What follows belongs to an exercise in optimizing a design on an open flow for small area, a short achievable clock period and few clock cycles; a production flow would make more cautious choices.

==> inputs of v33 <==
// its_block
module its_block (
    input  wire         clk,
    input  wire         rst,         
    input  wire         req_valid,
    output wire         req_ready,
    input  wire [31:0]  req_word,    
    output reg          resp_valid,
    output wire [31:0]  resp_word,   
    output wire [191:0] rec,         
    input  wire         tick,
    input  wire [3:0]   ch_pins,
    output wire         mem_rd,
    output wire [9:0]   mem_addr,
    input  wire [7:0]   mem_rdata
);
export LEC_CHECK = 0
export CAP_MARGIN = 20
export CORE_MARGIN = 2
export CORE_UTILIZATION = 40
export SLEW_MARGIN = 20
create_clock -name core_clock -period 10.0 [get_ports {clk}]
standard.sh (not shown) runs the stock make flow with config.mk's settings and CLKGATE_MAP_FILE= SYNTH_SCRIPT=/design/flow/synth_recipe.tcl, a recipe that flattens the netlist after the stock synthesis.
==> flow/flow/run.sh <==
#!/bin/bash
# Standard ORFS layout (the standard.sh), with timing repair aiming below the clock period.
set -euo pipefail
bash standard.sh SETUP_SLACK_MARGIN=7.0 finish > standard_finish.log 2>&1
==> inputs of v7, as changes to v33 <==
--- a/flow/design.v
+++ b/flow/design.v
@@ -259,16 +259,86 @@
         end
     end
     always @(posedge clk) begin
         if (rdy) begin
             w    <= req_word;
             pins <= ch_pins;
         end
         addr <= addr + 10'd1;
+        if (go && legal) begin
+            m_chan <= (op == OP_CRCCHAN) || (op == OP_CRCCMPC);
+            m_msg  <= (op == OP_CRCMSG) || (op == OP_CRCCMPM);
+            m_hdr  <= (op == OP_MSGCHK) || (op == OP_TINIT);
+            m_sel  <= (op == OP_SELIDX) || (op == OP_SELACT) || (op == OP_SELNEXT);
+            m_cmp  <= (op == OP_CRCCMPC) || (op == OP_CRCCMPM);
+            m_init <= (op == OP_TINIT);
+            tg0    <= 2'd0;
+            hs     <= 1'b0;
+            gx     <= 1'b0;
+            sel_c  <= sel_i;
+            sp     <= 10'd291;
+            case (op)
+            OP_CRCCHAN, OP_CRCCMPC: addr <= 10'd0;
+            OP_CRCMSG, OP_CRCCMPM:  addr <= 10'd288;
+            OP_MSGCHK, OP_TINIT:    addr <= 10'd290;
+            default: ;
+            endcase
+        end
+        if (sel0) begin
+            addr <= r5_addr(sel_c);
+            tg0  <= 2'd1;
+            sp   <= 10'd0;
+            ff   <= 1'b1;
+            fb   <= 1'b0;
+        end
+        if (seq && rd && m_sel) begin
+            sp   <= sp + 10'd1;
+            if (sp[4:0] == 5'd3)
+                addr <= addr - 10'd23;
+            tg0  <= (sp[4:0] == 5'd0 || sp[4:0] == 5'd1) ? 2'd1 :
+                    (sp[4:0] == 5'd2) ? 2'd2 : 2'd0;
+        end
+        if (seq && m_hdr) begin
+            if (chk_req) begin
+                addr <= chk_addr;
+                tg0  <= chk_f ? 2'd2 : 2'd3;
+            end else if (!gx) begin
+                addr <= sp;
+                tg0  <= hs ? 2'd1 : 2'd0;
+                sp   <= hs ? sp + 10'd2 : ((sp == 10'd293) ? 10'd303 : sp + 10'd1);
+                if (sp == 10'd293) hs <= 1'b1;
+                if (sp == 10'd541) gx <= 1'b1;
+            end
+        end
+        if (c_act) begin
+            if (m_hdr && tg2 == 2'd0) begin
+                if (!a2[2]) begin
+                    w[31:16] <= {w[23:16], md};
+                    if (a2[0])
+                        dok <= !(w[23:16] == 8'hFF && md_ff);
+                end else
+                    w[15:0] <= {w[7:0], md};
+            end
+            if (m_sel && tg2 != 2'd0) begin
+                ff <= sel_empty;
+                if (tg2 == 2'd2) begin
+                    e_fl <= sel_empty;
+                    if (sel_empty) fb <= 1'b1;
+                end
+            end
+        end
+        if (sel_fb) begin
+            addr <= 10'd20;
+            tg0  <= 2'd1;
+            sp   <= 10'd0;
+            ff   <= 1'b1;
+        end
+    end
+    always @(posedge clk) begin
         if (rst) begin
             crc_acc      <= 16'd0;
             err_flag     <= 1'b0;
             msg_valid    <= 1'b0;
             wait_t       <= 16'd0;
             msg_t        <= 16'd0;
             elem_t       <= 16'd0;
             elem_rl      <= 16'd0;
@@ -297,55 +367,41 @@
             dv    <= rv1;
             fin   <= 1'b0;
             sel0  <= 1'b0;
             last1 <= 1'b0;
             resp_valid <= (go && !(legal && b_store)) || f_resp;
             if ((go && !(legal && b_store)) || f_resp)
                 rdy <= 1'b1;
             if (go && legal) begin
-                m_chan <= 1'b0; m_msg <= 1'b0; m_hdr <= 1'b0; m_sel <= 1'b0;
-                m_cmp  <= (op == OP_CRCCMPC) || (op == OP_CRCCMPM);
-                m_init <= (op == OP_TINIT);
-                tg0    <= 2'd0;
-                hs     <= 1'b0;
-                gx     <= 1'b0;
-                sel_c  <= sel_i;
                 case (op)
                 OP_TMASK: tick_mask <= 1'b1;
                 OP_TUNMASK: begin
                     tick_mask <= 1'b0;
                     if (tick_pending) begin
                         tick_pending <= 1'b0;
                         wait_t <= wait_d;
                         msg_t  <= msg_d;
                         elem_t <= elem_d;
                         if (e_fire) edge_flag <= 1'b1;
                     end
                 end
                 OP_ERRCLR: err_flag <= 1'b0;
                 OP_CRCCLR: crc_acc <= 16'd0;
                 OP_CRCBYTE: crc_acc <= crc_out;
-                OP_CRCCHAN, OP_CRCCMPC: begin
-                    seq <= 1'b1; rd <= 1'b1; addr <= 10'd0; m_chan <= 1'b1;
-                end
-                OP_CRCMSG, OP_CRCCMPM: begin
-                    seq <= 1'b1; rd <= 1'b1; addr <= 10'd288; m_msg <= 1'b1;
-                end
-                OP_MSGCHK, OP_TINIT: begin
-                    seq <= 1'b1; rd <= 1'b1; addr <= 10'd290; m_hdr <= 1'b1;
-                    sp  <= 10'd291;
+                OP_CRCCHAN, OP_CRCCMPC, OP_CRCMSG, OP_CRCCMPM, OP_MSGCHK, OP_TINIT: begin
+                    seq <= 1'b1; rd <= 1'b1;
                 end
                 OP_LDW: wait_t <= qv;
                 OP_LDM: msg_t  <= qv;
                 OP_LDE: begin elem_rl <= qv; elem_t <= qv; end
                 OP_ARMM: msg_t <= dly_rl;
                 OP_EDGE: edge_flag <= 1'b0;
                 OP_SELIDX, OP_SELACT, OP_SELNEXT: begin
-                    seq <= 1'b1; sel0 <= 1'b1; m_sel <= 1'b1;
+                    seq <= 1'b1; sel0 <= 1'b1;
                     if (op == OP_SELACT) reload_req <= 1'b0;
                 end
                 OP_CHLATCH: begin
                     ch_base    <= pins;
                     reload_req <= 1'b1;
                 end
                 OP_CHCMD: begin
                     case (cmd_code)
@@ -365,78 +421,30 @@
                         end
                     end
                     default: ;
                     endcase
                 end
                 default: ;
                 endcase
             end
-            if (sel0) begin
-                rd   <= 1'b1;
-                addr <= r5_addr(sel_c);
-                tg0  <= 2'd1;
-                sp   <= 10'd0;
-                ff   <= 1'b1;
-                fb   <= 1'b0;
-            end
+            if (sel0)
+                rd <= 1'b1;
             if (seq && rd && (m_chan || m_msg)) begin
                 if (m_chan ? (addr == 10'd287) : (addr == 10'd541))
                     rd <= 1'b0;
             end
-            if (seq && rd && m_sel) begin
-                sp   <= sp + 10'd1;
-                if (sp[4:0] == 5'd3)
-                    addr <= addr - 10'd23;
-                tg0  <= (sp[4:0] == 5'd0 || sp[4:0] == 5'd1) ? 2'd1 :
-                        (sp[4:0] == 5'd2) ? 2'd2 : 2'd0;
-                if (sp[4:0] == 5'd23) begin
-                    rd    <= 1'b0;
-                    last1 <= 1'b1;
-                end
-            end
-            if (seq && m_hdr) begin
-                if (chk_req) begin
-                    rd   <= 1'b1;
-                    addr <= chk_addr;
-                    tg0  <= chk_f ? 2'd2 : 2'd3;
-                end else if (!gx) begin
-                    rd   <= 1'b1;
-                    addr <= sp;
-                    tg0  <= hs ? 2'd1 : 2'd0;
-                    sp   <= hs ? sp + 10'd2 : ((sp == 10'd293) ? 10'd303 : sp + 10'd1);
-                    if (sp == 10'd293) hs <= 1'b1;
-                    if (sp == 10'd541) gx <= 1'b1;
-                end else begin
-                    rd   <= 1'b0;
-                end
-            end
-            if (c_act) begin
-                if (m_hdr && tg2 == 2'd0) begin
-                    if (!a2[2]) begin
-                        w[31:16] <= {w[23:16], md};
-                        if (a2[0])
-                            dok <= !(w[23:16] == 8'hFF && md_ff);
-                    end else
-                        w[15:0] <= {w[7:0], md};
-                end
-                if (m_sel && tg2 != 2'd0) begin
-                    ff <= sel_empty;
-                    if (tg2 == 2'd2) begin
-                        e_fl <= sel_empty;
-                        if (sel_empty) fb <= 1'b1;
-                    end
-                end
+            if (seq && rd && m_sel && sp[4:0] == 5'd23) begin
+                rd    <= 1'b0;
+                last1 <= 1'b1;
             end
+            if (seq && m_hdr)
+                rd <= chk_req || !gx;
             if (sel_fb) begin
-                addr <= 10'd20;
-                tg0  <= 2'd1;
-                sp   <= 10'd0;
                 rd   <= 1'b1;
-                ff   <= 1'b1;
                 rv1  <= 1'b0;
                 dv   <= 1'b0;
             end
             if (seq_end) begin
                 seq <= 1'b0;
                 rd  <= 1'b0;
                 rv1 <= 1'b0;
                 dv  <= 1'b0;
==> flow/flow/run.sh (replaced) <==
#!/bin/bash
# Standard ORFS layout (the standard.sh), with timing repair aiming below the clock
# period and small port buffers.
set -euo pipefail
bash standard.sh SETUP_SLACK_MARGIN=7.0 'BUFFER_PORTS_ARGS=-buffer_cell sky130_fd_sc_hd__buf_2' finish > standard_finish.log 2>&1
Settings changed: CTS_CLUSTER_DIAMETER set to 80, CTS_CLUSTER_SIZE set to 30.
==> results.toml <==
[outcome]
outcome = "timing/DRC/antenna clean"

[routing]
drt_first_pass_iters = 11

[pwr]
p_leak_nw = 10.98
seqPwrFrac = 0.418

[timing]
period_share = 0.3207

[synth]
ys_top_cells_by_count = "dfxtp_1 (398), nand2_1 (230), a21oi_1 (184)"

[critical_path]
r2r_start = "sr[5]$_DFF_P_"
the above is filed under v33

==> results.toml <==
[critical_path]
r2r_start = "w[15]$_DFF_P_"

[timing]
period_share = 0.3201

[outcome]
outcome = "timing/DRC/antenna clean"

[synth]
ys_top_cells_by_count = "dfxtp_1 (414), nand2_1 (267), o21ai_0 (150)"

[pwr]
seqPwrFrac = 0.499
the above is filed under v7

No functional check of the RTL was part of any run of this note.

afterwards: timing with drivers on the ports:
No port has a modelled driver above. Below, the same layouts with a new extraction and two added sets of constraints. Step 1, drivers: a clkbuf_16 drives clk and a buf_2 each remaining input, both assumed. Step 2, shift: input delay + t, output delay - t, t = (earliest + latest rising clock arrival at the registers) / 2. This alone moves slack from input paths to output paths. Three values: no drivers, after step 1, after step 2; two values: the first two.
run | shift t [ns] | setup WS [ns] | clock arrival spread, ns
v33 | 0.665 | 6.793 / 6.737 / 6.171 | 0.027 / 0.027
v7 | 0.663 | 6.799 / 6.741 / 6.403 | 0.021 / 0.021
After both steps setup and hold are still met in every run listed. For v33, which loses most, drivers alone change the setup slack by -0.056 ns; drivers and shift together by -0.622 ns.
